What follows belongs to an exercise in optimizing a design on an open flow for small area, a short achievable clock period and few clock cycles; a production flow would make more cautious choices.
Only simulation tests tie the RTL to the original design; equivalence was not proved.
Power and IR drop assume default switching activity.

$ cat flow/design.v
`timescale 1ns/1ps
module mx_chunk_rx (
    input  wire       clk,
    input  wire       rst,
    input  wire       in_valid,
    output wire       in_ready,
    input  wire [7:0] in_data,
    input  wire       in_last,
    output reg        st_valid,
    output reg  [1:0] st_res,
    output reg  [2:0] st_cause,
    output reg        st_disc,
    output reg  [7:0] st_msg_len,
    output reg        st_msg_bin,
    output wire       st_acc,
    output wire [7:0] st_rlen,
    output wire [4:0] st_exp_sn,
    output wire       st_frame_bin,
    output wire       m_valid,
    input  wire       m_ready,
    output wire [7:0] m_data,
    output wire       m_last
);
    localparam integer MAXF     = 160;
    localparam integer MTU      = 20;
    localparam integer QD       = 3;         
    localparam [7:0]   SENT_ENC = 8'hFE;
    localparam [31:0]  FNV_OFFSET = 32'h811C9DC5;
    localparam [2:0] E_NONE     = 3'd0;
    localparam [2:0] E_DECODE   = 3'd1;
    localparam [2:0] E_INTEGRITY= 3'd2;
    localparam [2:0] E_NOFRAME  = 3'd3;
    localparam [2:0] E_GAP      = 3'd4;
    localparam [2:0] E_FIRST    = 3'd5;
    localparam [2:0] E_OVERFLOW = 3'd6;
    localparam [2:0] E_SIZE     = 3'd7;
    reg        r_acc;
    reg [7:0]  r_len;
    reg [4:0]  r_exp_sn;
    reg        r_fbin;
    reg [7:0]  rbuf [0:MAXF-1];
    assign st_acc       = r_acc;
    assign st_rlen      = r_len;
    assign st_exp_sn    = r_exp_sn;
    assign st_frame_bin = r_fbin;
    reg [7:0]  tail;         
    reg [7:0]  fend;         
    reg [7:0]  freec;        
    reg [7:0]  rptr;         
    reg        rd_done;      
    reg        ib_v;
    reg [7:0]  ib_d;
    reg        ib_l;
    reg        dec_pend;     
    reg [4:0]  wcnt;         
    reg        too_long;     
    reg        enc;          
    reg        dec_err;      
    reg [1:0]  qidx;         
    reg [5:0]  qprev;        
    reg        q2_pad;       
    reg [7:0]  dl0, dl1, dl2;    
    reg [1:0]  dcnt;
    reg        hdr_seen;
    reg [7:0]  hdr;
    reg [7:0]  woff;         
    reg [7:0]  wp;           
    reg [31:0] hash;
    reg [7:0]  mq [0:QD-1];
    reg [1:0]  mqn;
    reg        mv_r;
    reg [7:0]  md_r;
    reg        ml_r;
    function [31:0] fnv_up;
        input [31:0] h;
        input [7:0]  b;
        reg   [31:0] x;
        begin
            x = h ^ {24'd0, b};
            fnv_up = x + {x[30:0], 1'b0} + {x[27:0], 4'd0} + {x[24:0], 7'd0} +
                     {x[23:0], 8'd0} + {x[7:0], 24'd0};
        end
    endfunction
    function [6:0] b64_val;
        input [7:0] c;
        begin
            if (c >= "A" && c <= "Z")      b64_val = {1'b1, c[5:0] - 6'd1};
            else if (c >= "a" && c <= "z") b64_val = {1'b1, c[5:0] - 6'd7};
            else if (c >= "0" && c <= "9") b64_val = {1'b1, c[5:0] + 6'd4};
            else if (c == "+")             b64_val = {1'b1, 6'd62};
            else if (c == "/")             b64_val = {1'b1, 6'd63};
            else                           b64_val = 7'd0;
        end
    endfunction
    function [7:0] inc160;
        input [7:0] a;
        begin
            inc160 = (a == MAXF - 1) ? 8'd0 : a + 8'd1;
        end
    endfunction
    wire       wr_due   = hdr_seen && woff < MAXF;
    wire       wconf    = wr_due && woff >= freec;
    wire       take     = ib_v && !dec_pend && !wconf;
    assign     in_ready = !ib_v || take;
    wire [6:0] sym      = b64_val(ib_d);
    wire       sym_ok   = sym[6];
    wire [5:0] sym_v    = sym[5:0];
    wire       sym_pad  = (ib_d == 8'h3D);
    wire       w_sent   = wcnt == 5'd0 && ib_d == SENT_ENC;
    wire       w_over   = too_long || wcnt == MTU[4:0];
    wire       is_sym   = enc && !w_over;
    reg        q_bad;
    always @(*) begin
        case (qidx)
        2'd0, 2'd1: q_bad = !sym_ok;
        2'd2:       q_bad = !sym_ok && !sym_pad;
        default:    q_bad = (!sym_ok && !sym_pad) || (q2_pad && !sym_pad) ||
                            ((q2_pad || sym_pad) && !ib_l);
        endcase
    end
    reg        p_has;
    reg [7:0]  p_byte;
    always @(*) begin
        p_has  = 1'b0;
        p_byte = ib_d;
        if (!enc) begin
            p_has = !w_over && !w_sent;
        end else begin
            case (qidx)
            2'd1: begin p_has = 1'b1;     p_byte = {qprev, sym_v[5:4]}; end
            2'd2: begin p_has = !sym_pad; p_byte = {qprev[3:0], sym_v[5:2]}; end
            2'd3: begin p_has = !sym_pad; p_byte = {qprev[1:0], sym_v}; end
            default: ;
            endcase
            p_has = p_has && !w_over;
        end
    end
    wire       push = take && p_has;
    wire       wr_en = push && wr_due;
    always @(posedge clk) begin
        if (wr_en)
            rbuf[wp] <= dl2;
    end
    wire        tag_ok  = hdr_seen &&
                          dl2 == hash[7:0] && dl1 == hash[15:8] &&
                          dl0 == (hash[23:16] ^ hash[31:24]);
    wire [4:0]  h_sn    = hdr[4:0];
    wire        h_bin   = hdr[5];
    wire        h_first = hdr[6];
    wire        h_last  = hdr[7];
    wire        fits    = woff <= MAXF;      
    wire        mq_full = (mqn == QD);
    wire        decide  = dec_pend && !(h_last && mq_full);
    wire        has_msg = (mqn != 2'd0);
    wire        load    = has_msg && (!mv_r || m_ready);
    wire        pop     = load && mq[0] == 8'd1;
    wire        deliver = decide && !too_long && !dec_err && tag_ok && h_last && fits &&
                          (h_first ? h_sn == 5'd0 : (r_acc && h_sn == r_exp_sn));
    wire        enq     = deliver && woff != 8'd0;
    integer i;
    always @(posedge clk) begin
        if (rst) begin
            r_acc      <= 1'b0;
            r_len      <= 8'd0;
            r_exp_sn   <= 5'd0;
            r_fbin     <= 1'b0;
            tail       <= 8'd0;
            fend       <= 8'd0;
            freec      <= MAXF[7:0];
            rptr       <= 8'd0;
            rd_done    <= 1'b0;
            ib_v       <= 1'b0;
            ib_d       <= 8'd0;
            ib_l       <= 1'b0;
            dec_pend   <= 1'b0;
            wcnt       <= 5'd0;
            too_long   <= 1'b0;
            enc        <= 1'b0;
            dec_err    <= 1'b0;
            qidx       <= 2'd0;
            qprev      <= 6'd0;
            q2_pad     <= 1'b0;
            dl0        <= 8'd0;
            dl1        <= 8'd0;
            dl2        <= 8'd0;
            dcnt       <= 2'd0;
            hdr_seen   <= 1'b0;
            hdr        <= 8'd0;
            woff       <= 8'd0;
            wp         <= 8'd0;
            hash       <= FNV_OFFSET;
            for (i = 0; i < QD; i = i + 1) mq[i] <= 8'd0;
            mqn        <= 2'd0;
            mv_r       <= 1'b0;
            md_r       <= 8'd0;
            ml_r       <= 1'b0;
            st_valid   <= 1'b0;
            st_res     <= 2'd0;
            st_cause   <= 3'd0;
            st_disc    <= 1'b0;
            st_msg_len <= 8'd0;
            st_msg_bin <= 1'b0;
        end else begin
            st_valid <= 1'b0;
            if (in_valid && in_ready) begin
                ib_v <= 1'b1;
                ib_d <= in_data;
                ib_l <= in_last;
            end else if (take) begin
                ib_v <= 1'b0;
            end
            if (take) begin
                if (wcnt == MTU[4:0])
                    too_long <= 1'b1;
                else
                    wcnt <= wcnt + 5'd1;
                if (w_sent) begin
                    enc <= 1'b1;
                end else if (is_sym) begin
                    qprev <= sym_v;
                    if (qidx == 2'd2) q2_pad <= sym_pad;
                    if (q_bad) dec_err <= 1'b1;
                    qidx <= qidx + 2'd1;
                end
                if (ib_l) begin
                    dec_pend <= 1'b1;
                    if (enc && qidx != 2'd3) dec_err <= 1'b1;
                end
            end
            if (push) begin
                dl0 <= p_byte;
                dl1 <= dl0;
                dl2 <= dl1;
                if (dcnt != 2'd3) begin
                    dcnt <= dcnt + 2'd1;
                end else begin
                    hash <= fnv_up(hash, dl2);
                    if (!hdr_seen) begin
                        hdr_seen <= 1'b1;
                        hdr      <= dl2;
                        woff     <= dl2[6] ? 8'd0 : r_len;
                        wp       <= dl2[6] ? tail : fend;
                    end else begin
                        woff <= woff + 8'd1;
                        wp   <= inc160(wp);
                    end
                end
            end
            if (decide) begin
                dec_pend   <= 1'b0;
                st_valid   <= 1'b1;
                st_res     <= 2'd0;
                st_disc    <= 1'b0;
                st_msg_len <= 8'd0;
                st_msg_bin <= 1'b0;
                if (too_long || dec_err || !tag_ok) begin
                    st_cause <= too_long ? E_SIZE : (dec_err ? E_DECODE : E_INTEGRITY);
                    st_disc  <= r_acc;
                    r_acc    <= 1'b0;
                    r_len    <= 8'd0;
                    fend     <= tail;
                end else if (h_first) begin
                    st_disc <= r_acc;
                    r_acc   <= 1'b0;
                    r_len   <= 8'd0;
                    fend    <= tail;
                    if (h_sn != 5'd0) begin
                        st_cause <= E_FIRST;
                    end else if (!fits) begin
                        st_cause <= E_OVERFLOW;
                    end else begin
                        st_cause <= E_NONE;
                        r_exp_sn <= 5'd1;
                        r_fbin   <= h_bin;
                        if (h_last) begin
                            st_res     <= 2'd2;
                            st_msg_len <= woff;
                            st_msg_bin <= h_bin;
                        end else begin
                            st_res <= 2'd1;
                            r_acc  <= 1'b1;
                            r_len  <= woff;
                            fend   <= wp;
                        end
                    end
                end else if (!r_acc) begin
                    st_cause <= E_NOFRAME;
                end else if (h_sn != r_exp_sn || !fits) begin
                    st_cause <= (h_sn != r_exp_sn) ? E_GAP : E_OVERFLOW;
                    st_disc  <= 1'b1;
                    r_acc    <= 1'b0;
                    r_len    <= 8'd0;
                    fend     <= tail;
                end else begin
                    st_cause <= E_NONE;
                    r_exp_sn <= r_exp_sn + 5'd1;
                    r_fbin   <= r_fbin | h_bin;
                    if (h_last) begin
                        st_res     <= 2'd2;
                        st_msg_len <= woff;
                        st_msg_bin <= r_fbin | h_bin;
                        r_acc      <= 1'b0;
                        r_len      <= 8'd0;
                    end else begin
                        st_res <= 2'd1;
                        r_len  <= woff;
                        fend   <= wp;
                    end
                end
                if (deliver) begin
                    tail <= wp;
                    fend <= wp;
                end
                wcnt      <= 5'd0;
                too_long  <= 1'b0;
                enc       <= 1'b0;
                dec_err   <= 1'b0;
                qidx      <= 2'd0;
                q2_pad    <= 1'b0;
                dcnt      <= 2'd0;
                hdr_seen  <= 1'b0;
                woff      <= 8'd0;
                hash      <= FNV_OFFSET;
            end
            rd_done <= load;
            freec   <= freec + {7'd0, rd_done} - (deliver ? woff : 8'd0);
            if (load) begin
                mv_r <= 1'b1;
                md_r <= rbuf[rptr];
                ml_r <= (mq[0] == 8'd1);
                rptr <= inc160(rptr);
            end else if (m_ready) begin
                mv_r <= 1'b0;
            end
            if (pop) begin
                for (i = 0; i < QD - 1; i = i + 1) mq[i] <= mq[i+1];
                mq[QD-1] <= 8'd0;
            end else if (load) begin
                mq[0] <= mq[0] - 8'd1;
            end
            if (enq)
                mq[pop ? mqn - 2'd1 : mqn] <= woff;
            mqn <= mqn + (enq ? 2'd1 : 2'd0) - (pop ? 2'd1 : 2'd0);
        end
    end
    assign m_valid = mv_r;
    assign m_data  = md_r;
    assign m_last  = ml_r;
endmodule
$ cat flow/constraint.sdc
create_clock -name core_clock -period 10.0 [get_ports {clk}]
set_input_delay 2.0000 -clock core_clock [delete_from_list [all_inputs] [get_ports {clk}]]
set_output_delay 2.0000 -clock core_clock [all_outputs]
set_load 0.01 [all_outputs]
$ cat flow/run.sh
#!/bin/bash
# synth_recipe.tcl (not shown) runs the flow's synth.tcl, then flattens the netlist and writes it again
# the make line also repeats each setting of config.mk as NAME=value (left out here)
make -C /OpenROAD-flow-scripts/flow DESIGN_CONFIG=/design/flow/config.mk WORK_HOME=/design/flow/orfs CLKGATE_MAP_FILE= SYNTH_SCRIPT=/design/flow/synth_recipe.tcl finish
$ cat flow/config.mk
export PLATFORM = sky130hd
export DESIGN_NAME = mx_chunk_rx
export DESIGN_NICKNAME = mx_chunk_rx
export VERILOG_FILES = /design/flow/design.v
export SDC_FILE = /design/flow/constraint.sdc
export NUM_CORES = 4
export LEC_CHECK = 0
export CAP_MARGIN = 20
export CORE_MARGIN = 2
export CORE_UTILIZATION = 40
export SLEW_MARGIN = 20
==> flow_summary.html, run 1 <==
<table>
<tr><th>Metric</th><th>Value</th></tr>
<tr><th colspan="2">STA</th></tr>
<tr><td>Worst hold slack</td><td>0.448 ns</td></tr>
<tr><td>Final setup skew</td><td>0.0412 ns</td></tr>
<tr><td>Maximum clock frequency</td><td>163 MHz</td></tr>
<tr><td>Slew Limit Headroom</td><td>between 20% and 30%</td></tr>
<tr><td>Fin Setup TNS</td><td>0 ns</td></tr>
<tr><td>Share of the clock period used by the worst path after layout</td><td>between 60% and 70%</td></tr>
<tr><td>Setup ws final</td><td>just under 4 ns</td></tr>
<tr><td>Setup repair after global routing missed its margin</td><td>false</td></tr>
<tr><td>Min Tclk post-route</td><td>6.15 ns</td></tr>
<tr><td>Slew Viols, Final</td><td>0</td></tr>
<tr><td>Number of failing setup endpoints in the final timing report</td><td>0</td></tr>
<tr><td>Slew at the pin closest to its max-slew limit</td><td>around 1.1 ns</td></tr>
<tr><td>Final hold violation count</td><td>0</td></tr>
<tr><th colspan="2">CTS</th></tr>
<tr><td>Clock-pin slew of the registers on the worst-case setup and hold paths</td><td>0.06 ns</td></tr>
<tr><td>Clock H-tree levels</td><td>4</td></tr>
<tr><td>Insertion delay to the later sink of the worst-skew pair</td><td>~0.8 ns</td></tr>
<tr><td>Post-CTS Hold Buffers</td><td>0</td></tr>
<tr><td>Count of clock tree sinks</td><td>1490</td></tr>
<tr><td>Post-CTS Setup Inserts</td><td>0</td></tr>
<tr><td>CTS tree</td><td>yes</td></tr>
<tr><td>Max Root-Sink Buffers</td><td>3</td></tr>
<tr><td>Number of gates resized after cts</td><td>0</td></tr>
<tr><td>Number of buffers added by the clock tree synthesis step</td><td>roughly 160</td></tr>
<tr><td>Root Buffer Master</td><td>clkbuf_16</td></tr>
<tr><th colspan="2">Die</th></tr>
<tr><td>Full die area</td><td>162000 µm²</td></tr>
<tr><td>Cell Rows</td><td>roughly 150</td></tr>
<tr><td>Ports</td><td>between 50 and 60</td></tr>
<tr><td>Die X-Extent</td><td>just over 400 µm</td></tr>
<tr><td>Floorplan Core Area</td><td>roughly 160000 µm²</td></tr>
<tr><td>Initial core utilization</td><td>about two fifths</td></tr>
<tr><td>DIE HEIGHT</td><td>a little over 400 µm</td></tr>
<tr><th colspan="2">Critical path</th></tr>
<tr><td>Worst EP arrival</td><td>6.87 ns</td></tr>
<tr><td>Worst Path Class, Setup</td><td>reg2reg</td></tr>
<tr><td>Count of buffering cells on the critical path with inverters included</td><td>3</td></tr>
<tr><td>Worst path top cell family by delay</td><td>compound AO/OA/AOI/OAI gates</td></tr>
<tr><td>R2R Setup Slk</td><td>just under 4 ns</td></tr>
<tr><td>Sort of element at the end of the critical path</td><td>register</td></tr>
<tr><td>Slowest stage cell, crit path</td><td>o41ai_1</td></tr>
<tr><td>Critical Path Max Stage Delay</td><td>0.69 ns</td></tr>
<tr><td>Cells along the critical path</td><td>xnor2_1 &gt; clkinv_1 &gt; xnor2_1 &gt; ha_1 &gt; inv_1 &gt; fa_1 &gt; inv_1 &gt; fa_1 &gt; ha_1 &gt; a21oi_1 &gt; nand2_1 &gt; a221oi_2 &gt; o311ai_1 &gt; o41ai_1 &gt; nand2b_1 &gt; mux2_2 &gt; o22ai_1</td></tr>
<tr><td>Maximum fanout encountered on the critical timing path</td><td>46</td></tr>
<tr><td>Worst setup path startpoint</td><td>dl2[6]</td></tr>
<tr><td>Reg-to-Reg Start</td><td>dl2[6]</td></tr>
<tr><td>Crit path launch type</td><td>register</td></tr>
<tr><td>Worst endpoint required time</td><td>10.72 ns</td></tr>
<tr><th colspan="2">Logic synthesis</th></tr>
<tr><td>Compound-Gate Fraction of Synth Area</td><td>roughly 4%</td></tr>
<tr><td>Cell count after synthesis</td><td>approximately 3700</td></tr>
<tr><td>Part of the Yosys area used for sequential elements</td><td>about two thirds</td></tr>
<tr><td>Largest family of logic cells by synthesized area</td><td>multiplexers</td></tr>
<tr><td>Proportion of synthesized area in mux cells</td><td>15.2%</td></tr>
<tr><td>Synth Area in Adders</td><td>between 4 and 5%</td></tr>
<tr><td>Synth warnings</td><td>1</td></tr>
<tr><td>Predominant post-synthesis flop cell</td><td>edfxtp_1</td></tr>
<tr><td>Share of the synthesized area in the top cell type</td><td>between 60% and 70%</td></tr>
<tr><td>Most area-hungry cell type in the Yosys netlist</td><td>edfxtp_1</td></tr>
<tr><td>Fraction of registers with async set or reset after synthesis</td><td>0%</td></tr>
<tr><td>Number of different library cells in the post-synthesis netlist</td><td>between 70 and 80</td></tr>
<tr><td>Number of synthesized flops with an enable pin</td><td>1304</td></tr>
<tr><td>Number of synthesized register bits</td><td>about 1500</td></tr>
<tr><td>Post-Synthesis Mean Instance Area</td><td>between 15 and 20 µm²</td></tr>
<tr><td>Area fraction in and, or, nand and nor cells after synthesis</td><td>5.17%</td></tr>
<tr><td>Synthesized area</td><td>63600 µm²</td></tr>
<tr><td>Top cells by area, synth</td><td>edfxtp_1, mux4_2, dfxtp_1</td></tr>
<tr><td>Post-synthesis xor/xnor area fraction</td><td>roughly 1.6%</td></tr>
<tr><td>Net Count, Synth</td><td>about 4000</td></tr>
<tr><th colspan="2">Global route</th></tr>
<tr><td>Largest net degree at the start of global routing</td><td>between 100 and 150</td></tr>
<tr><td>Leftover overflow at the end of global routing</td><td>0</td></tr>
<tr><td>Number of global-route vias before repair</td><td>about 34000</td></tr>
<tr><td>Initial antenna violation count</td><td>5</td></tr>
<tr><td>Global-route wire length before repair</td><td>around 230000 µm</td></tr>
<tr><td>Overall routing resource usage</td><td>19.0%</td></tr>
<tr><th colspan="2">Worst hold path</th></tr>
<tr><td>Class of the tightest hold or removal check</td><td>reg2reg</td></tr>
<tr><td>Source of the worst hold timing path</td><td>st_res[1]</td></tr>
<tr><th colspan="2">Route</th></tr>
<tr><td>Routed len/inst</td><td>between 20 and 30 µm</td></tr>
<tr><td>Detailed Route WL</td><td>153000 µm</td></tr>
<tr><td>Drt first pass iters</td><td>7</td></tr>
<tr><td>Routed vias/inst</td><td>~5.6</td></tr>
<tr><td>Number of vias after detailed routing</td><td>between 30000 and 40000</td></tr>
<tr><td>Drt first-iter violations</td><td>about 2800</td></tr>
<tr><td>Antenna viol nets, final</td><td>0</td></tr>
<tr><td>DRC violations left</td><td>0</td></tr>
<tr><th colspan="2">Power and ir drop</th></tr>
<tr><td>Power density cells</td><td>~180 nW/µm²</td></tr>
<tr><td>Peak supply drop</td><td>0.126 mV</td></tr>
<tr><td>Total Power</td><td>between 0.01 and 0.015 W</td></tr>
<tr><td>Leakage power total</td><td>~23 nW</td></tr>
<tr><th colspan="2">Layout</th></tr>
<tr><td>Share of layout cells above drive strength 1</td><td>between 10% and 20%</td></tr>
<tr><td>Share of the core filled with cells in the final layout</td><td>between 40% and 50%</td></tr>
<tr><td>Largest register FFs</td><td>1280</td></tr>
<tr><td>Antenna diodes</td><td>0</td></tr>
<tr><td>Layout filler cell count</td><td>13600</td></tr>
<tr><td>Register containing the most flip-flops in the final layout</td><td>rbuf</td></tr>
<tr><td>Syn-to-layout area delta</td><td>12.5%</td></tr>
<tr><td>Post-layout net count</td><td>4000</td></tr>
<tr><th colspan="2">Placed design</th></tr>
<tr><td>Routability-driven placement congestion ratio</td><td>0.812</td></tr>
<tr><td>Post-DP HPWL</td><td>approximately 95000 µm</td></tr>
<tr><td>I/O Buffers</td><td>54</td></tr>
<tr><td>Place WS</td><td>3.87 ns</td></tr>
<tr><th colspan="2">Run</th></tr>
<tr><td>Reported max-cap violation count</td><td>0</td></tr>
<tr><th colspan="2">Outcome</th></tr>
<tr><td>Status</td><td>complete, no violations</td></tr>
</table>
[cell type report]
| class | count | area, µm² | share of cell area, % |
|---|---|---|---|
| clock inverter | 86 | 876 | 1.22 |
| clock buffer | 204 | 4180 | 5.84 |
| timing repair buffer | 113 | 1020 | 1.43 |
| multi-input combinational | 1871 | 19300 | 27.0 |
| tap | 2072 | 2590 | 3.62 |
| inverter | 171 | 642 | 0.897 |
| sequential | 1490 | 42900 | 60.0 |
[final timing paths]
check	to	cells after the start
max	hash[30]	17
min reg2reg	st_res[1]	2
max reg2reg	hash[30]	17
min	st_res[1]	2
[through the flow]
stage,cell area (µm²),cells
floorplan,63600,3726
global placement,66500,5717
detailed placement,66500,5717
CTS,71600,6007
global route,71600,6007
finish,71600,6007
[metal layers]
layer	vias to the layer above	GRT usage (%)	part of all wire, %
li1	14700	-	-
met1	17600	26.6	43
met2	952	30.9	49
met3	191	3.03	5.6
met4	0	4.98	2.2
met5	-	0	0
[kinds of logic (layout without fill, tap and decap cells)]
family	after synthesis	count (layout)
muxes	458	458
buffers and inverters	365	574
AOI/OAI and AO/OA	390	390
DFF	1490	1490
adders and majority gates	183	183
xor gates and xnor gates	107	107
and+or+nand+nor	733	733
[Yosys cell counts (20+ instances only)]
library cell,instances
xnor2_1,76
nand2_1,228
nand3_1,49
dfxtp_1,186
xor2_1,26
ha_1,114
o211ai_1,24
o21ai_0,81
nor2_1,284
nor2b_1,20
fa_1,69
mux4_2,407
nor3_1,28
inv_1,166
buf_1,33
clkbuf_1,112
buf_2,46
a22oi_1,29
a21oi_1,115
mux2i_1,46
edfxtp_1,1304
[tightest hold or removal path, delay by kind of cell, from the launching register on]
family	cells	cell delay, ns
flops	1	0.31
simple gates	2	0.09
[placed cells by master (no fill, tap or decap), types with 36 or more instances in the layout]
cell type and instances:
a21oi_1 115, buf_4 56, clkbuf_1 40, clkbuf_16 158
clkdlybuf4s50_1 53, clkinv_1 36, dfxtp_1 173, edfxtp_1 1304
fa_1 69, ha_1 114, inv_1 166, mux2i_1 46
mux4_2 407, nand2_1 227, nand3_1 49, nor2_1 283
o21ai_0 81, xnor2_1 76
[report_power, final]
group	leakage [nW]	switching [W]	internal [W]
Sequential	13.6	0.0000185	0.00668
Clock	2.43	0.00247	0.00324
Combinational	6.83	0.000115	0.0000687
Total	22.9	0.00261	0.00999
Testbench counts, summed over its fixed seeds: cycles 30,578.
==> inputs of run 2 (changes only) <==
--- a/flow/design.v
+++ b/flow/design.v
@@ -24,6 +24,7 @@
     localparam integer MAXF     = 160;
     localparam integer MTU      = 20;
     localparam integer QD       = 3;         
+    localparam integer NR       = 20;        
     localparam [7:0]   SENT_ENC = 8'hFE;
     localparam [31:0]  FNV_OFFSET = 32'h811C9DC5;
     localparam [2:0] E_NONE     = 3'd0;
@@ -38,16 +39,16 @@
     reg [7:0]  r_len;
     reg [4:0]  r_exp_sn;
     reg        r_fbin;
-    reg [7:0]  rbuf [0:MAXF-1];
     assign st_acc       = r_acc;
     assign st_rlen      = r_len;
     assign st_exp_sn    = r_exp_sn;
     assign st_frame_bin = r_fbin;
-    reg [7:0]  tail;         
-    reg [7:0]  fend;         
-    reg [7:0]  freec;        
-    reg [7:0]  rptr;         
-    reg        rd_done;      
+    reg [4:0]  tail;         
+    reg [4:0]  fend;         
+    reg [4:0]  freer;        
+    reg [4:0]  rrow;         
+    reg [2:0]  rsh;          
+    reg        row_done;     
     reg        ib_v;
     reg [7:0]  ib_d;
     reg        ib_l;
@@ -64,13 +65,16 @@
     reg        hdr_seen;
     reg [7:0]  hdr;
     reg [7:0]  woff;         
-    reg [7:0]  wp;           
+    reg [4:0]  wrow;         
     reg [31:0] hash;
     reg [7:0]  mq [0:QD-1];
     reg [1:0]  mqn;
     reg        mv_r;
     reg [7:0]  md_r;
     reg        ml_r;
+    reg        sk_v;         
+    reg [7:0]  sk_d;
+    reg        sk_l;
     function [31:0] fnv_up;
         input [31:0] h;
         input [7:0]  b;
@@ -92,14 +96,14 @@
             else                           b64_val = 7'd0;
         end
     endfunction
-    function [7:0] inc160;
-        input [7:0] a;
+    function [4:0] inc_row;
+        input [4:0] a;
         begin
-            inc160 = (a == MAXF - 1) ? 8'd0 : a + 8'd1;
+            inc_row = (a == NR - 1) ? 5'd0 : a + 5'd1;
         end
     endfunction
     wire       wr_due   = hdr_seen && woff < MAXF;
-    wire       wconf    = wr_due && woff >= freec;
+    wire       wconf    = wr_due && woff[7:3] >= freer;
     wire       take     = ib_v && !dec_pend && !wconf;
     assign     in_ready = !ib_v || take;
     wire [6:0] sym      = b64_val(ib_d);
@@ -137,10 +141,19 @@
     end
     wire       push = take && p_has;
     wire       wr_en = push && wr_due;
-    always @(posedge clk) begin
-        if (wr_en)
-            rbuf[wp] <= dl2;
-    end
+    wire        rstep;           
+    wire [7:0]  row_top [0:NR-1];
+    genvar g;
+    generate
+        for (g = 0; g < NR; g = g + 1) begin : row
+            reg [63:0] q;
+            always @(posedge clk) begin
+                if ((wr_en && wrow == g) || (rstep && rrow == g))
+                    q <= {q[55:0], dl2};
+            end
+            assign row_top[g] = q[63:56];
+        end
+    endgenerate
     wire        tag_ok  = hdr_seen &&
                           dl2 == hash[7:0] && dl1 == hash[15:8] &&
                           dl0 == (hash[23:16] ^ hash[31:24]);
@@ -152,11 +165,19 @@
     wire        mq_full = (mqn == QD);
     wire        decide  = dec_pend && !(h_last && mq_full);
     wire        has_msg = (mqn != 2'd0);
-    wire        load    = has_msg && (!mv_r || m_ready);
+    wire [3:0]  r_room  = {1'b0, mq[0][2:0]} + {1'b0, rsh};
+    wire        r_byte  = mq[0][7:3] != 5'd0 || r_room[3];
+    assign      rstep   = has_msg && (!r_byte || !sk_v);
+    wire        load    = rstep && r_byte;
     wire        pop     = load && mq[0] == 8'd1;
+    wire [7:0]  rd_byte = row_top[rrow];
+    wire        rd_last = mq[0] == 8'd1;
+    wire        out_mv  = !mv_r || m_ready;      
     wire        deliver = decide && !too_long && !dec_err && tag_ok && h_last && fits &&
                           (h_first ? h_sn == 5'd0 : (r_acc && h_sn == r_exp_sn));
     wire        enq     = deliver && woff != 8'd0;
+    wire [4:0]  d_rows  = woff[7:3] + {4'd0, woff[2:0] != 3'd0};
+    wire [4:0]  d_tail  = (woff[2:0] == 3'd0) ? wrow : inc_row(wrow);
     integer i;
     always @(posedge clk) begin
         if (rst) begin
@@ -164,11 +185,12 @@
             r_len      <= 8'd0;
             r_exp_sn   <= 5'd0;
             r_fbin     <= 1'b0;
-            tail       <= 8'd0;
-            fend       <= 8'd0;
-            freec      <= MAXF[7:0];
-            rptr       <= 8'd0;
-            rd_done    <= 1'b0;
+            tail       <= 5'd0;
+            fend       <= 5'd0;
+            freer      <= NR[4:0];
+            rrow       <= 5'd0;
+            rsh        <= 3'd0;
+            row_done   <= 1'b0;
             ib_v       <= 1'b0;
             ib_d       <= 8'd0;
             ib_l       <= 1'b0;
@@ -187,13 +209,16 @@
             hdr_seen   <= 1'b0;
             hdr        <= 8'd0;
             woff       <= 8'd0;
-            wp         <= 8'd0;
+            wrow       <= 5'd0;
             hash       <= FNV_OFFSET;
             for (i = 0; i < QD; i = i + 1) mq[i] <= 8'd0;
             mqn        <= 2'd0;
             mv_r       <= 1'b0;
             md_r       <= 8'd0;
             ml_r       <= 1'b0;
+            sk_v       <= 1'b0;
+            sk_d       <= 8'd0;
+            sk_l       <= 1'b0;
             st_valid   <= 1'b0;
             st_res     <= 2'd0;
             st_cause   <= 3'd0;
@@ -239,10 +264,10 @@
                         hdr_seen <= 1'b1;
                         hdr      <= dl2;
                         woff     <= dl2[6] ? 8'd0 : r_len;
-                        wp       <= dl2[6] ? tail : fend;
+                        wrow     <= dl2[6] ? tail : fend;
                     end else begin
                         woff <= woff + 8'd1;
-                        wp   <= inc160(wp);
+                        if (woff[2:0] == 3'd7) wrow <= inc_row(wrow);
                     end
                 end
             end
@@ -280,7 +305,7 @@
                             st_res <= 2'd1;
                             r_acc  <= 1'b1;
                             r_len  <= woff;
-                            fend   <= wp;
+                            fend   <= wrow;
                         end
                     end
                 end else if (!r_acc) begin
@@ -304,12 +329,12 @@
                     end else begin
                         st_res <= 2'd1;
                         r_len  <= woff;
-                        fend   <= wp;
+                        fend   <= wrow;
                     end
                 end
                 if (deliver) begin
-                    tail <= wp;
-                    fend <= wp;
+                    tail <= d_tail;
+                    fend <= d_tail;
                 end
                 wcnt      <= 5'd0;
                 too_long  <= 1'b0;
@@ -322,15 +347,29 @@
                 woff      <= 8'd0;
                 hash      <= FNV_OFFSET;
             end
-            rd_done <= load;
-            freec   <= freec + {7'd0, rd_done} - (deliver ? woff : 8'd0);
-            if (load) begin
-                mv_r <= 1'b1;
-                md_r <= rbuf[rptr];
-                ml_r <= (mq[0] == 8'd1);
-                rptr <= inc160(rptr);
-            end else if (m_ready) begin
-                mv_r <= 1'b0;
+            row_done <= rstep && rsh == 3'd7;
+            freer    <= freer + {4'd0, row_done} - (deliver ? d_rows : 5'd0);
+            if (rstep) begin
+                rsh <= rsh + 3'd1;
+                if (rsh == 3'd7) rrow <= inc_row(rrow);
+            end
+            if (out_mv) begin
+                if (sk_v) begin
+                    mv_r <= 1'b1;
+                    md_r <= sk_d;
+                    ml_r <= sk_l;
+                end else begin
+                    mv_r <= load;
+                    md_r <= rd_byte;
+                    ml_r <= rd_last;
+                end
+            end
+            if (out_mv ? (sk_v && load) : load) begin
+                sk_v <= 1'b1;
+                sk_d <= rd_byte;
+                sk_l <= rd_last;
+            end else if (out_mv) begin
+                sk_v <= 1'b0;
             end
             if (pop) begin
                 for (i = 0; i < QD - 1; i = i + 1) mq[i] <= mq[i+1];
==> flow_summary.html, run 2 <==
<table>
<tr><th>Metric</th><th>Value</th></tr>
<tr><th colspan="2">Outcome</th></tr>
<tr><td>Status</td><td>complete, no violations</td></tr>
<tr><th colspan="2">Logic synthesis</th></tr>
<tr><td>Post-synthesis xor/xnor area fraction</td><td>1.87% (+0.30 points)</td></tr>
<tr><td>Area fraction in and, or, nand and nor cells after synthesis</td><td>5.21% (+0.032 points)</td></tr>
<tr><td>Cell count after synthesis</td><td>3187 (-14%)</td></tr>
<tr><td>Commonest cells in the synthesized netlist</td><td>edfxtp_1, inv_1, dfxtp_1, nand2_1, nor2_1</td></tr>
<tr><td>Synthesized area</td><td>54500 µm² (-14%)</td></tr>
<tr><td>Proportion of synthesized area in mux cells</td><td>1.03% (-14 points)</td></tr>
<tr><td>Fraction of registers with async set or reset after synthesis</td><td>0% (unchanged)</td></tr>
<tr><td>Largest family of logic cells by synthesized area</td><td>compound AO/OA/AOI/OAI gates</td></tr>
<tr><td>Number of different library cells in the post-synthesis netlist</td><td>83 (+6.4%)</td></tr>
<tr><td>Predominant post-synthesis flop cell</td><td>edfxtp_1</td></tr>
<tr><td>Compound-Gate Fraction of Synth Area</td><td>5.88% (+1.9 points)</td></tr>
<tr><td>Share of the synthesized area in the top cell type</td><td>71.9% (+10 points)</td></tr>
<tr><td>Post-Synthesis Mean Instance Area</td><td>17.1 µm² (about the same)</td></tr>
<tr><td>Net Count, Synth</td><td>3386 (-14%)</td></tr>
<tr><td>Most area-hungry cell type in the Yosys netlist</td><td>edfxtp_1</td></tr>
<tr><td>Top cells by area, synth</td><td>edfxtp_1, dfxtp_1, ha_1</td></tr>
<tr><td>Part of the Yosys area used for sequential elements</td><td>78.6% (+11 points)</td></tr>
<tr><td>Number of synthesized flops with an enable pin</td><td>1304 (unchanged)</td></tr>
<tr><td>Synth warnings</td><td>1 (unchanged)</td></tr>
<tr><td>Number of synthesized register bits</td><td>1488 (-0.13%)</td></tr>
<tr><td>Most frequently used cell type in the post-synthesis netlist</td><td>edfxtp_1</td></tr>
<tr><td>Synth Area in Adders</td><td>5.22% (+0.81 points)</td></tr>
<tr><th colspan="2">STA</th></tr>
<tr><td>Final setup skew</td><td>0.0314 ns (-0.00974 ns)</td></tr>
<tr><td>Worst hold slack</td><td>0.397 ns (-0.0512 ns)</td></tr>
<tr><td>Setup repair after global routing missed its margin</td><td>false</td></tr>
<tr><td>Slew Limit Headroom</td><td>25.8% (-0.77 points)</td></tr>
<tr><td>Slew at the pin closest to its max-slew limit</td><td>1.11 ns (+0.0116 ns)</td></tr>
<tr><td>Fin Setup TNS</td><td>0 ns (unchanged)</td></tr>
<tr><td>Maximum clock frequency</td><td>186 MHz (+14%)</td></tr>
<tr><td>Final hold violation count</td><td>0 (unchanged)</td></tr>
<tr><td>Slew Viols, Final</td><td>0 (unchanged)</td></tr>
<tr><td>Share of the clock period used by the worst path after layout</td><td>53.8% (-7.6 points)</td></tr>
<tr><td>Min Tclk post-route</td><td>5.38 ns (-0.765 ns)</td></tr>
<tr><td>Number of failing setup endpoints in the final timing report</td><td>0 (unchanged)</td></tr>
<tr><th colspan="2">Critical path</th></tr>
<tr><td>Sort of element at the end of the critical path</td><td>register</td></tr>
<tr><td>Worst EP arrival</td><td>6.04 ns (-0.83 ns)</td></tr>
<tr><td>Worst endpoint required time</td><td>10.66 ns (-0.06 ns)</td></tr>
<tr><td>Worst Path Class, Setup</td><td>reg2reg</td></tr>
<tr><td>Crit path launch type</td><td>register</td></tr>
<tr><td>Maximum fanout encountered on the critical timing path</td><td>35 (-24%)</td></tr>
<tr><th colspan="2">CTS</th></tr>
<tr><td>Insertion delay to the later sink of the worst-skew pair</td><td>0.74 ns (-0.06 ns)</td></tr>
<tr><td>Post-CTS Setup Inserts</td><td>0 (unchanged)</td></tr>
<tr><td>Max Root-Sink Buffers</td><td>3 (unchanged)</td></tr>
<tr><td>Post-CTS Hold Buffers</td><td>0 (unchanged)</td></tr>
<tr><td>CTS tree</td><td>yes</td></tr>
<tr><td>Root Buffer Master</td><td>clkbuf_16</td></tr>
<tr><td>Clock H-tree levels</td><td>4 (unchanged)</td></tr>
<tr><td>Count of clock tree sinks</td><td>1488 (-0.13%)</td></tr>
<tr><td>Number of buffers added by the clock tree synthesis step</td><td>146 (-7.0%)</td></tr>
<tr><td>Clock-pin slew of the registers on the worst-case setup and hold paths</td><td>0.06 ns (about the same)</td></tr>
<tr><td>Number of gates resized after cts</td><td>0 (unchanged)</td></tr>
<tr><th colspan="2">Layout</th></tr>
<tr><td>Largest register FFs</td><td>1280 (unchanged)</td></tr>
<tr><td>Syn-to-layout area delta</td><td>13.9%</td></tr>
<tr><td>Commonest cells after routing, fill and taps aside</td><td>edfxtp_1, inv_1, dfxtp_1, nand2_1, nor2_1</td></tr>
<tr><td>Share of the core filled with cells in the final layout</td><td>45.9% (+0.62 points)</td></tr>
<tr><td>Share of layout cells above drive strength 1</td><td>8.99% (-9.3 points)</td></tr>
<tr><td>Leading cell type in the layout, fill and taps excluded</td><td>edfxtp_1</td></tr>
<tr><td>Post-layout net count</td><td>3530 (-12%)</td></tr>
<tr><td>Register containing the most flip-flops in the final layout</td><td>row.q</td></tr>
<tr><td>Count of placed standard cells in the final layout, fillers left out</td><td>5230 (-13%)</td></tr>
<tr><th colspan="2">Global route</th></tr>
<tr><td>Initial antenna violation count</td><td>7 (+2)</td></tr>
<tr><td>Number of global-route vias before repair</td><td>25600 (-24%)</td></tr>
<tr><td>Leftover overflow at the end of global routing</td><td>0 (unchanged)</td></tr>
<tr><td>Largest net degree at the start of global routing</td><td>65 (-56%)</td></tr>
<tr><td>Global-route wire length before repair</td><td>153000 µm (-33%)</td></tr>
<tr><td>Overall routing resource usage</td><td>14.3% (-4.7 points)</td></tr>
<tr><th colspan="2">Route</th></tr>
<tr><td>DRC violations left</td><td>0 (unchanged)</td></tr>
<tr><td>Routed len/inst</td><td>19.0 µm (-25%)</td></tr>
<tr><td>Drt first-iter violations</td><td>2647 (-4.9%)</td></tr>
<tr><td>Routed vias/inst</td><td>4.97 (-11%)</td></tr>
<tr><td>Detailed Route WL</td><td>99600 µm (-35%)</td></tr>
<tr><td>Drt first pass iters</td><td>7 (unchanged)</td></tr>
<tr><td>Antenna viol nets, final</td><td>0 (unchanged)</td></tr>
<tr><td>Number of vias after detailed routing</td><td>26000 (-22%)</td></tr>
<tr><th colspan="2">Placed design</th></tr>
<tr><td>I/O Buffers</td><td>54 (unchanged)</td></tr>
<tr><td>Routability-driven placement congestion ratio</td><td>0.836 (+3.0%)</td></tr>
<tr><td>Post-DP HPWL</td><td>61100 µm (-36%)</td></tr>
<tr><td>Placed instance count</td><td>4964 (-13%)</td></tr>
<tr><th colspan="2">Die</th></tr>
<tr><td>Cell Rows</td><td>135 (-7.5%)</td></tr>
<tr><td>DIE HEIGHT</td><td>373 µm (-7.4%)</td></tr>
<tr><td>Full die area</td><td>139000 µm² (-14%)</td></tr>
<tr><td>Floorplan Core Area</td><td>135000 µm² (-14%)</td></tr>
<tr><td>Die X-Extent</td><td>373 µm (-7.4%)</td></tr>
<tr><td>Initial core utilization</td><td>40.3% (about the same)</td></tr>
<tr><td>Ports</td><td>55 (unchanged)</td></tr>
<tr><th colspan="2">Power and ir drop</th></tr>
<tr><td>Power density cells</td><td>199 nW/µm² (+13%)</td></tr>
<tr><td>Leakage power total</td><td>20.6 nW (-9.9%)</td></tr>
<tr><td>Total Power</td><td>0.0123 W (-2.0%)</td></tr>
<tr><td>Peak supply drop</td><td>0.135 mV (+7.0%)</td></tr>
<tr><th colspan="2">Run</th></tr>
<tr><td>Reported max-cap violation count</td><td>0 (unchanged)</td></tr>
<tr><th colspan="2">Worst hold path</th></tr>
<tr><td>Class of the tightest hold or removal check</td><td>reg2reg</td></tr>
</table>
-- run 2: changes by cell type after synthesis, moves of 21 or more --
| cell | change |
|---|---|
| a22o_1 | +40 |
| buf_1 | -21 |
| buf_2 | -41 |
| clkbuf_1 | -27 |
| inv_1 | +36 |
| mux4_2 | -407 |
| nand2_1 | -59 |
| nor2_1 | -133 |
-- run 2: cell type report --
class | instances | area (µm²)
diodes | 1 | 2.50
clock buffers | 191 | 3890
clock inverters | 74 | 623
fillers | 11500 | 73200
inverters | 205 | 769
multi-input cells | 1390 | 10800
flip-flops and latches | 1488 | 42800
well taps | 1781 | 2230
repair buffers | 100 | 883
-- run 2: per-layer routing --
metal  GRT usage (%)  share of wire, %  vias to the layer above
met5               0                 0                        -
met4            6.57               3.6                        0
met3            2.57               4.7                      198
met2            22.0                46                      658
met1            19.7                45                    12900
li1                -                 -                    12300
-- run 2: final timing paths --
kind / startpoint / end / slack [ns] / cells after the start
hold / removal: row[2].q[7] / row[2].q[15] / 0.40 / 0
hold reg to reg: row[2].q[7] / row[2].q[15] / 0.40 / 0
setup / recovery: dl2[6] / hash[29] / 4.62 / 17
setup reg to reg: dl2[6] / hash[29] / 4.62 / 17
-- run 2: where the power goes --
part           switching (W)  internal (W)
Clock                0.00226       0.00286
Combinational       0.000309      0.000210
Sequential         0.0000268       0.00668
Total                0.00259       0.00974
-- run 2: critical path, stage by stage (launching register included) --
cell and delay, ns:
dfxtp_2 0.96, xnor2_1 0.42, inv_2 0.24, xnor2_1 0.21, ha_1 0.21, a21oi_1 0.17, fa_1 0.47, fa_1 0.54
inv_1 0.04, ha_1 0.38, a21oi_1 0.26, o21ai_0 0.23, a32oi_1 0.31, nand4_1 0.20, a41oi_1 0.29, xnor2_1 0.14
nand2_1 0.07, a21oi_1 0.14
-- run 2: cells by family (layout without fill, tap and decap cells) --
family                     Yosys count  in the layout
buffers and inverters              309            570
DFF                               1488           1488
xor gates and xnor gates           106            106
AOI/OAI and AO/OA                  472            472
other                                0              1
adders and majority gates          186            186
and+or+nand+nor                    570            570
muxes                               56             56
-- run 2: stage by stage --
step	setup WS (ns)	area, µm²
2_1_floorplan	2.89	54500
3_3_place_gp	4.64	57500
3_5_place_dp	4.62	57500
4_1_cts	4.59	62000
5_1_grt	4.14	62100
6_report	4.62	62100
Testbench counts of run 2, summed over its fixed seeds: cycles 30,658.
==> inputs of run 3 (changes only) <==
--- a/flow/design.v
+++ b/flow/design.v
@@ -43,16 +43,21 @@
     assign st_rlen      = r_len;
     assign st_exp_sn    = r_exp_sn;
     assign st_frame_bin = r_fbin;
-    reg [4:0]  tail;         
-    reg [4:0]  fend;         
-    reg [4:0]  freer;        
-    reg [4:0]  rrow;         
-    reg [2:0]  rsh;          
-    reg        row_done;     
+    reg [7:0]  tail;         
+    reg [7:0]  fend;         
+    reg [7:0]  freec;        
+    reg [7:0]  ra;           
+    reg        rd_done;      
+    reg [2:0]  ph;           
+    reg [7:0]  stg [0:7];
+    reg [7:0]  wa;
+    reg [7:0]  ea;
+    reg [3:0]  pc;           
     reg        ib_v;
     reg [7:0]  ib_d;
     reg        ib_l;
     reg        dec_pend;     
+    reg        wblk;         
     reg [4:0]  wcnt;         
     reg        too_long;     
     reg        enc;          
@@ -65,7 +70,6 @@
     reg        hdr_seen;
     reg [7:0]  hdr;
     reg [7:0]  woff;         
-    reg [4:0]  wrow;         
     reg [31:0] hash;
     reg [7:0]  mq [0:QD-1];
     reg [1:0]  mqn;
@@ -96,16 +100,14 @@
             else                           b64_val = 7'd0;
         end
     endfunction
-    function [4:0] inc_row;
-        input [4:0] a;
+    function [7:0] inc160;
+        input [7:0] a;
         begin
-            inc_row = (a == NR - 1) ? 5'd0 : a + 5'd1;
+            inc160 = (a == MAXF - 1) ? 8'd0 : a + 8'd1;
         end
     endfunction
-    wire       wr_due   = hdr_seen && woff < MAXF;
-    wire       wconf    = wr_due && woff[7:3] >= freer;
-    wire       take     = ib_v && !dec_pend && !wconf;
-    assign     in_ready = !ib_v || take;
+    wire       take     = ib_v && !dec_pend && !wblk;
+    assign     in_ready = !ib_v || (!dec_pend && !wblk);
     wire [6:0] sym      = b64_val(ib_d);
     wire       sym_ok   = sym[6];
     wire [5:0] sym_v    = sym[5:0];
@@ -139,21 +141,10 @@
             p_has = p_has && !w_over;
         end
     end
-    wire       push = take && p_has;
-    wire       wr_en = push && wr_due;
-    wire        rstep;           
-    wire [7:0]  row_top [0:NR-1];
-    genvar g;
-    generate
-        for (g = 0; g < NR; g = g + 1) begin : row
-            reg [63:0] q;
-            always @(posedge clk) begin
-                if ((wr_en && wrow == g) || (rstep && rrow == g))
-                    q <= {q[55:0], dl2};
-            end
-            assign row_top[g] = q[63:56];
-        end
-    endgenerate
+    wire       push    = take && p_has;
+    wire       hdr_in  = push && dcnt == 2'd3 && !hdr_seen;    
+    wire       wr_due  = hdr_seen && woff < MAXF;
+    wire       wr_en   = push && wr_due;                      
     wire        tag_ok  = hdr_seen &&
                           dl2 == hash[7:0] && dl1 == hash[15:8] &&
                           dl0 == (hash[23:16] ^ hash[31:24]);
@@ -164,20 +155,56 @@
     wire        fits    = woff <= MAXF;      
     wire        mq_full = (mqn == QD);
     wire        decide  = dec_pend && !(h_last && mq_full);
+    wire        accept  = !too_long && !dec_err && tag_ok && fits &&
+                          (h_first ? h_sn == 5'd0 : (r_acc && h_sn == r_exp_sn));
+    wire        deliver = decide && accept && h_last;
+    wire        enq     = deliver && woff != 8'd0;
+    wire        d_drop  = decide && !accept;
+    wire        h_drop  = hdr_in && dl2[6] && r_acc;
+    wire [7:0]  jn      = h_drop ? r_len : (hdr_seen ? woff : r_len);
+    wire        drop    = d_drop || h_drop;
+    wire        drop_all = pc <= jn;
+    wire        rw_en   = pc != 4'd0 && ph == wa[2:0];   
+    wire [7:0]  rw_byte = stg[ph];
+    wire [7:0]  ring_top [0:NR-1];
+    genvar g;
+    generate
+        for (g = 0; g < NR; g = g + 1) begin : ring
+            reg [63:0] q;
+            always @(posedge clk) begin
+                q <= {q[55:0], (rw_en && wa[7:3] == g) ? rw_byte : q[63:56]};
+            end
+            assign ring_top[g] = q[63:56];
+        end
+    endgenerate
+    always @(posedge clk) begin
+        if (wr_en)
+            stg[ea[2:0]] <= dl2;
+    end
     wire        has_msg = (mqn != 2'd0);
-    wire [3:0]  r_room  = {1'b0, mq[0][2:0]} + {1'b0, rsh};
-    wire        r_byte  = mq[0][7:3] != 5'd0 || r_room[3];
-    assign      rstep   = has_msg && (!r_byte || !sk_v);
-    wire        load    = rstep && r_byte;
+    wire        load    = has_msg && !sk_v && ph == ra[2:0];
     wire        pop     = load && mq[0] == 8'd1;
-    wire [7:0]  rd_byte = row_top[rrow];
+    wire [7:0]  rd_byte = (pc != 4'd0 && ra == wa) ? rw_byte : ring_top[ra[7:3]];
     wire        rd_last = mq[0] == 8'd1;
     wire        out_mv  = !mv_r || m_ready;      
-    wire        deliver = decide && !too_long && !dec_err && tag_ok && h_last && fits &&
-                          (h_first ? h_sn == 5'd0 : (r_acc && h_sn == r_exp_sn));
-    wire        enq     = deliver && woff != 8'd0;
-    wire [4:0]  d_rows  = woff[7:3] + {4'd0, woff[2:0] != 3'd0};
-    wire [4:0]  d_tail  = (woff[2:0] == 3'd0) ? wrow : inc_row(wrow);
+    reg         hdr_seen_n;
+    reg  [7:0]  woff_n;
+    reg  [7:0]  freec_n;
+    always @(*) begin
+        hdr_seen_n = hdr_seen;
+        woff_n     = woff;
+        if (hdr_in) begin
+            hdr_seen_n = 1'b1;
+            woff_n     = dl2[6] ? 8'd0 : r_len;
+        end else if (push && hdr_seen) begin
+            woff_n     = woff + 8'd1;
+        end
+        if (decide) begin
+            hdr_seen_n = 1'b0;
+            woff_n     = 8'd0;
+        end
+        freec_n = freec + {7'd0, rd_done} - (deliver ? woff : 8'd0);
+    end
     integer i;
     always @(posedge clk) begin
         if (rst) begin
@@ -185,16 +212,20 @@
             r_len      <= 8'd0;
             r_exp_sn   <= 5'd0;
             r_fbin     <= 1'b0;
-            tail       <= 5'd0;
-            fend       <= 5'd0;
-            freer      <= NR[4:0];
-            rrow       <= 5'd0;
-            rsh        <= 3'd0;
-            row_done   <= 1'b0;
+            tail       <= 8'd0;
+            fend       <= 8'd0;
+            freec      <= MAXF[7:0];
+            ra         <= 8'd0;
+            rd_done    <= 1'b0;
+            ph         <= 3'd0;
+            wa         <= 8'd0;
+            ea         <= 8'd0;
+            pc         <= 4'd0;
             ib_v       <= 1'b0;
             ib_d       <= 8'd0;
             ib_l       <= 1'b0;
             dec_pend   <= 1'b0;
+            wblk       <= 1'b0;
             wcnt       <= 5'd0;
             too_long   <= 1'b0;
             enc        <= 1'b0;
@@ -209,7 +240,6 @@
             hdr_seen   <= 1'b0;
             hdr        <= 8'd0;
             woff       <= 8'd0;
-            wrow       <= 5'd0;
             hash       <= FNV_OFFSET;
             for (i = 0; i < QD; i = i + 1) mq[i] <= 8'd0;
             mqn        <= 2'd0;
@@ -227,6 +257,7 @@
             st_msg_bin <= 1'b0;
         end else begin
             st_valid <= 1'b0;
+            ph       <= ph + 3'd1;
             if (in_valid && in_ready) begin
                 ib_v <= 1'b1;
                 ib_d <= in_data;
@@ -252,6 +283,10 @@
                     if (enc && qidx != 2'd3) dec_err <= 1'b1;
                 end
             end
+            hdr_seen <= hdr_seen_n;
+            woff     <= woff_n;
+            freec    <= freec_n;
+            wblk     <= hdr_seen_n && woff_n < MAXF && woff_n >= freec_n;
             if (push) begin
                 dl0 <= p_byte;
                 dl1 <= dl0;
@@ -260,17 +295,24 @@
                     dcnt <= dcnt + 2'd1;
                 end else begin
                     hash <= fnv_up(hash, dl2);
-                    if (!hdr_seen) begin
-                        hdr_seen <= 1'b1;
-                        hdr      <= dl2;
-                        woff     <= dl2[6] ? 8'd0 : r_len;
-                        wrow     <= dl2[6] ? tail : fend;
-                    end else begin
-                        woff <= woff + 8'd1;
-                        if (woff[2:0] == 3'd7) wrow <= inc_row(wrow);
-                    end
+                    if (!hdr_seen)
+                        hdr <= dl2;
                 end
             end
+            if (drop) begin
+                ea <= tail;
+                if (drop_all) begin
+                    wa <= tail;
+                    pc <= 4'd0;
+                end else begin
+                    if (rw_en) wa <= inc160(wa);
+                    pc <= pc - jn[3:0] - {3'd0, rw_en};
+                end
+            end else begin
+                if (wr_en) ea <= inc160(ea);
+                if (rw_en) wa <= inc160(wa);
+                pc <= pc + {3'd0, wr_en} - {3'd0, rw_en};
+            end
             if (decide) begin
                 dec_pend   <= 1'b0;
                 st_valid   <= 1'b1;
@@ -305,7 +347,7 @@
                             st_res <= 2'd1;
                             r_acc  <= 1'b1;
                             r_len  <= woff;
-                            fend   <= wrow;
+                            fend   <= ea;
                         end
                     end
                 end else if (!r_acc) begin
@@ -329,12 +371,12 @@
                     end else begin
                         st_res <= 2'd1;
                         r_len  <= woff;
-                        fend   <= wrow;
+                        fend   <= ea;
                     end
                 end
                 if (deliver) begin
-                    tail <= d_tail;
-                    fend <= d_tail;
+                    tail <= ea;
+                    fend <= ea;
                 end
                 wcnt      <= 5'd0;
                 too_long  <= 1'b0;
@@ -343,16 +385,10 @@
                 qidx      <= 2'd0;
                 q2_pad    <= 1'b0;
                 dcnt      <= 2'd0;
-                hdr_seen  <= 1'b0;
-                woff      <= 8'd0;
                 hash      <= FNV_OFFSET;
             end
-            row_done <= rstep && rsh == 3'd7;
-            freer    <= freer + {4'd0, row_done} - (deliver ? d_rows : 5'd0);
-            if (rstep) begin
-                rsh <= rsh + 3'd1;
-                if (rsh == 3'd7) rrow <= inc_row(rrow);
-            end
+            rd_done <= load;
+            if (load) ra <= inc160(ra);
             if (out_mv) begin
                 if (sk_v) begin
                     mv_r <= 1'b1;
@@ -364,7 +400,7 @@
                     ml_r <= rd_last;
                 end
             end
-            if (out_mv ? (sk_v && load) : load) begin
+            if (!out_mv && load) begin
                 sk_v <= 1'b1;
                 sk_d <= rd_byte;
                 sk_l <= rd_last;
--- a/flow/config.mk
+++ b/flow/config.mk
@@ -8,4 +8,5 @@
 export CAP_MARGIN = 20
 export CORE_MARGIN = 2
 export CORE_UTILIZATION = 40
+export SETUP_SLACK_MARGIN = 5
 export SLEW_MARGIN = 20
==> flow_summary.html, run 3 <==
<table>
<tr><th>Metric</th><th>Value</th></tr>
<tr><th colspan="2">Outcome</th></tr>
<tr><td>Status</td><td>complete, no violations</td></tr>
<tr><th colspan="2">Global route</th></tr>
<tr><td>Overall routing resource usage</td><td>16.5% (+2.2 points)</td></tr>
<tr><td>Initial antenna violation count</td><td>0 (-7)</td></tr>
<tr><td>Global-route wire length before repair</td><td>149000 µm (-2.3%)</td></tr>
<tr><td>Leftover overflow at the end of global routing</td><td>0 (unchanged)</td></tr>
<tr><td>Number of global-route vias before repair</td><td>25200 (-1.5%)</td></tr>
<tr><td>Largest net degree at the start of global routing</td><td>75 (+15%)</td></tr>
<tr><th colspan="2">Logic synthesis</th></tr>
<tr><td>Area fraction in and, or, nand and nor cells after synthesis</td><td>8.34% (+3.1 points)</td></tr>
<tr><td>Synth warnings</td><td>1 (unchanged)</td></tr>
<tr><td>Synthesized area</td><td>46300 µm² (-15%)</td></tr>
<tr><td>Top cells by area, synth</td><td>dfxtp_1, edfxtp_1, fa_1</td></tr>
<tr><td>Part of the Yosys area used for sequential elements</td><td>69.9% (-8.7 points)</td></tr>
<tr><td>Number of synthesized register bits</td><td>1572 (+5.6%)</td></tr>
<tr><td>Predominant post-synthesis flop cell</td><td>dfxtp_1</td></tr>
<tr><td>Cell count after synthesis</td><td>3645 (+14%)</td></tr>
<tr><td>Net Count, Synth</td><td>3869 (+14%)</td></tr>
<tr><td>Fraction of registers with async set or reset after synthesis</td><td>0% (unchanged)</td></tr>
<tr><td>Compound-Gate Fraction of Synth Area</td><td>8.44% (+2.6 points)</td></tr>
<tr><td>Post-synthesis xor/xnor area fraction</td><td>2.40% (+0.53 points)</td></tr>
<tr><td>Share of the synthesized area in the top cell type</td><td>64.2% (-7.7 points)</td></tr>
<tr><td>Largest family of logic cells by synthesized area</td><td>compound AO/OA/AOI/OAI gates</td></tr>
<tr><td>Synth Area in Adders</td><td>7.08% (+1.9 points)</td></tr>
<tr><td>Proportion of synthesized area in mux cells</td><td>1.96% (+0.93 points)</td></tr>
<tr><td>Most frequently used cell type in the post-synthesis netlist</td><td>dfxtp_1</td></tr>
<tr><td>Most area-hungry cell type in the Yosys netlist</td><td>dfxtp_1</td></tr>
<tr><td>Number of synthesized flops with an enable pin</td><td>88 (-93%)</td></tr>
<tr><td>Number of different library cells in the post-synthesis netlist</td><td>86 (+3.6%)</td></tr>
<tr><td>Post-Synthesis Mean Instance Area</td><td>12.7 µm² (-26%)</td></tr>
<tr><td>Commonest cells in the synthesized netlist</td><td>dfxtp_1, nand2_1, nor2_1, a21oi_1, o21ai_0</td></tr>
<tr><th colspan="2">Layout</th></tr>
<tr><td>Antenna diodes</td><td>0 (-1)</td></tr>
<tr><td>Register containing the most flip-flops in the final layout</td><td>ring.q</td></tr>
<tr><td>Count of placed standard cells in the final layout, fillers left out</td><td>5389 (+3.0%)</td></tr>
<tr><td>Commonest cells after routing, fill and taps aside</td><td>dfxtp_1, nand2_1, nor2_1, a21oi_1, clkbuf_16</td></tr>
<tr><td>Post-layout net count</td><td>3984 (+13%)</td></tr>
<tr><td>Leading cell type in the layout, fill and taps excluded</td><td>dfxtp_1</td></tr>
<tr><td>Share of layout cells above drive strength 1</td><td>10.3% (+1.3 points)</td></tr>
<tr><td>Largest register FFs</td><td>1280 (unchanged)</td></tr>
<tr><td>Syn-to-layout area delta</td><td>16.6%</td></tr>
<tr><td>Share of the core filled with cells in the final layout</td><td>47.1% (+1.3 points)</td></tr>
<tr><th colspan="2">CTS</th></tr>
<tr><td>Root Buffer Master</td><td>clkbuf_16</td></tr>
<tr><td>Number of buffers added by the clock tree synthesis step</td><td>147 (+0.68%)</td></tr>
<tr><td>Clock H-tree levels</td><td>4 (unchanged)</td></tr>
<tr><td>Max Root-Sink Buffers</td><td>3 (unchanged)</td></tr>
<tr><td>CTS tree</td><td>yes</td></tr>
<tr><td>Post-CTS Hold Buffers</td><td>0 (unchanged)</td></tr>
<tr><td>Insertion delay to the later sink of the worst-skew pair</td><td>0.75 ns (about the same)</td></tr>
<tr><td>Clock-pin slew of the registers on the worst-case setup and hold paths</td><td>0.06 ns (about the same)</td></tr>
<tr><td>Count of clock tree sinks</td><td>1572 (+5.6%)</td></tr>
<tr><th colspan="2">Route</th></tr>
<tr><td>Routed len/inst</td><td>18.0 µm (-5.6%)</td></tr>
<tr><td>Drt first pass iters</td><td>7 (unchanged)</td></tr>
<tr><td>Drt first-iter violations</td><td>1709 (-35%)</td></tr>
<tr><td>Routed vias/inst</td><td>4.77 (-4.1%)</td></tr>
<tr><td>DRC violations left</td><td>0 (unchanged)</td></tr>
<tr><td>Detailed Route WL</td><td>96900 µm (-2.7%)</td></tr>
<tr><td>Antenna viol nets, final</td><td>0 (unchanged)</td></tr>
<tr><td>Number of vias after detailed routing</td><td>25700 (-1.2%)</td></tr>
<tr><th colspan="2">Power and ir drop</th></tr>
<tr><td>Peak supply drop</td><td>0.190 mV (+41%)</td></tr>
<tr><td>Leakage power total</td><td>20.8 nW (+1.0%)</td></tr>
<tr><td>Total Power</td><td>0.0130 W (+5.7%)</td></tr>
<tr><td>Power density cells</td><td>242 nW/µm² (+22%)</td></tr>
<tr><th colspan="2">Die</th></tr>
<tr><td>Floorplan Core Area</td><td>115000 µm² (-15%)</td></tr>
<tr><td>Full die area</td><td>118000 µm² (-15%)</td></tr>
<tr><td>Cell Rows</td><td>124 (-8.1%)</td></tr>
<tr><td>DIE HEIGHT</td><td>344 µm (-7.7%)</td></tr>
<tr><td>Initial core utilization</td><td>40.4% (+0.16 points)</td></tr>
<tr><td>Die X-Extent</td><td>344 µm (-7.7%)</td></tr>
<tr><td>Ports</td><td>55 (unchanged)</td></tr>
<tr><th colspan="2">STA</th></tr>
<tr><td>Fin Setup TNS</td><td>0 ns (unchanged)</td></tr>
<tr><td>Setup repair after global routing missed its margin</td><td>true</td></tr>
<tr><td>Min Tclk post-route</td><td>4.75 ns (-0.628 ns)</td></tr>
<tr><td>Share of the clock period used by the worst path after layout</td><td>47.5% (-6.3 points)</td></tr>
<tr><td>Slew at the pin closest to its max-slew limit</td><td>1.14 ns (+0.0254 ns)</td></tr>
<tr><td>Final hold violation count</td><td>0 (unchanged)</td></tr>
<tr><td>Number of failing setup endpoints in the final timing report</td><td>0 (unchanged)</td></tr>
<tr><td>Final setup skew</td><td>0.0434 ns (+0.0120 ns)</td></tr>
<tr><td>Slew Limit Headroom</td><td>23.8% (-2.0 points)</td></tr>
<tr><td>Maximum clock frequency</td><td>210 MHz (+13%)</td></tr>
<tr><td>Slew Viols, Final</td><td>0 (unchanged)</td></tr>
<tr><th colspan="2">Worst hold path</th></tr>
<tr><td>Cell depth of the worst min-delay path</td><td>0 (unchanged)</td></tr>
<tr><td>Class of the tightest hold or removal check</td><td>reg2reg</td></tr>
<tr><td>Source of the worst hold timing path</td><td>ring[8].q[43]</td></tr>
<tr><td>Hold Path End</td><td>ring[8].q[51]</td></tr>
<tr><th colspan="2">Critical path</th></tr>
<tr><td>Worst EP arrival</td><td>5.39 ns (-0.65 ns)</td></tr>
<tr><td>Reg-to-Reg Start</td><td>woff[0]</td></tr>
<tr><td>Crit path launch type</td><td>register</td></tr>
<tr><td>FF-to-FF End</td><td>wblk</td></tr>
<tr><td>R2R cell count</td><td>25 (+8)</td></tr>
<tr><td>Worst Path Class, Setup</td><td>reg2reg</td></tr>
<tr><td>Sort of element at the end of the critical path</td><td>register</td></tr>
<tr><td>R2R Setup Slk</td><td>5.25 ns (+0.63 ns)</td></tr>
<tr><td>Worst endpoint required time</td><td>10.64 ns (-0.02 ns)</td></tr>
<tr><td>Maximum fanout encountered on the critical timing path</td><td>8 (-77%)</td></tr>
<tr><th colspan="2">Placed design</th></tr>
<tr><td>I/O Buffers</td><td>54 (unchanged)</td></tr>
<tr><td>Routability-driven placement congestion ratio</td><td>0.852 (+1.9%)</td></tr>
<tr><td>Post-DP HPWL</td><td>64400 µm (+5.4%)</td></tr>
<tr><td>Placed instance count</td><td>5116 (+3.1%)</td></tr>
<tr><th colspan="2">Run</th></tr>
<tr><td>Reported max-cap violation count</td><td>0 (unchanged)</td></tr>
</table>
## run 3: cell count changes after synthesis, sizes merged, moves of 24 or more
cell / before / now
a21oi: 126 / 232
a221oi: 31 / 7
a22o: 46 / 15
a22oi: 26 / 67
dfxtp: 184 / 1484
edfxtp: 1304 / 88
inv: 205 / 76
nand2: 169 / 308
nor2: 152 / 272
o21ai: 84 / 139
## run 3: power breakdown
| part | switching [W] | leakage [nW] | internal (W) |
|---|---|---|---|
| logic | 0.000413 | 5.45 | 0.000253 |
| registers | 0.0000835 | 12.8 | 0.00649 |
| clock network | 0.00237 | 2.54 | 0.00343 |
| total | 0.00287 | 20.8 | 0.0102 |
## run 3: worst max-delay path by stage
stage,start,to,depth (start not counted)
global placement,hash[18],wblk,20
CTS,dl2[1],wblk,22
global route,woff[0],wblk,25
detailed placement,dl2[6],wblk,22
floorplan,woff[1],wblk,25
finish,woff[0],wblk,25
## run 3: kinds of logic after synthesis
| logic type | count (synthesis) |
|---|---|
| buf+inv | 215 |
| compound gates | 623 |
| mux | 70 |
| simple gates | 835 |
| fa+ha+maj | 211 |
| flops | 1572 |
| xor+xnor | 119 |
## run 3: stage by stage
step	hold WS (ns)	instance area [µm²]	worst slack, ns
floorplan	0.310	46300	5.19
global placement	0.310	48600	4.54
detailed placement	0.312	48600	4.45
CTS	0.288	53900	5.01
global route	0.287	54000	4.94
finish	0.287	54000	5.25
## run 3: routing by layer
metal / wire length [µm] / track usage [%]
met5: 0 / 0
met4: 2540 / 5.80
met3: 3770 / 2.90
met2: 44500 / 26.4
met1: 46200 / 22.5
## run 3: area by class of cell
type,instances,area [µm²]
clock inverters,56,906
repair buffers,105,921
multi-input cells,1858,13300
fillers,10200,60500
flip-flops and latches,1572,32400
well taps,1512,1890
clock buffers,210,4300
inverters,76,285
## run 3: timing repair
| item | in CTS | in global routing |
|---|---|---|
| setup endpoints to repair | 8 | 9 |
| setup buffers | 1 | 6 |
| pin swaps | 1 | 3 |
| gates resized for setup | 8 | 28 |
## run 3: worst max-delay path: stages, from the launching register on
cell	delay [ns]
dfxtp_1	0.38
inv_2	0.13
ha_1	0.16
or3b_1	0.40
o21a_1	0.20
o21a_1	0.19
a21o_2	0.26
nor4_4	0.25
buf_4	0.18
nand2_4	0.06
nor2_2	0.11
ha_1	0.23
inv_1	0.06
ha_1	0.16
inv_1	0.06
fa_1	0.39
inv_1	0.07
a21oi_1	0.07
o21bai_2	0.16
a21o_1	0.13
a21oi_1	0.07
xor2_1	0.20
ha_1	0.26
o21ai_0	0.15
a21oi_1	0.06
o221a_2	0.25
Testbench counts of run 3, summed over its fixed seeds: cycles 30,631.

-- port drivers added, routing unchanged --
No port has a modelled driver above. Below, the same layouts with a new extraction and two added sets of constraints.
Step 1, drivers: a clkbuf_16 drives clk and a buf_2 each remaining input, both assumed.
Step 2, shift: input delay + t, output delay - t, t = (earliest + latest rising clock arrival at the registers) / 2. This alone moves slack from input paths to output paths.
Three values: ideal ports, drivers, drivers and shift; two values: the first two.
run | shift t [ns] | setup slack, ns | hold slack, ns | worst setup path at the end
run 1 | 0.865 | 3.855 / 3.855 / 3.855 | 0.448 / 0.448 / 0.448 | register to register
run 2 | 0.797 | 4.620 / 4.620 / 4.620 | 0.397 / 0.397 / 0.397 | register to register
run 3 | 0.799 | 5.248 / 5.248 / 5.248 | 0.287 / 0.287 / 0.287 | register to register
After both steps every run listed still meets setup and hold.
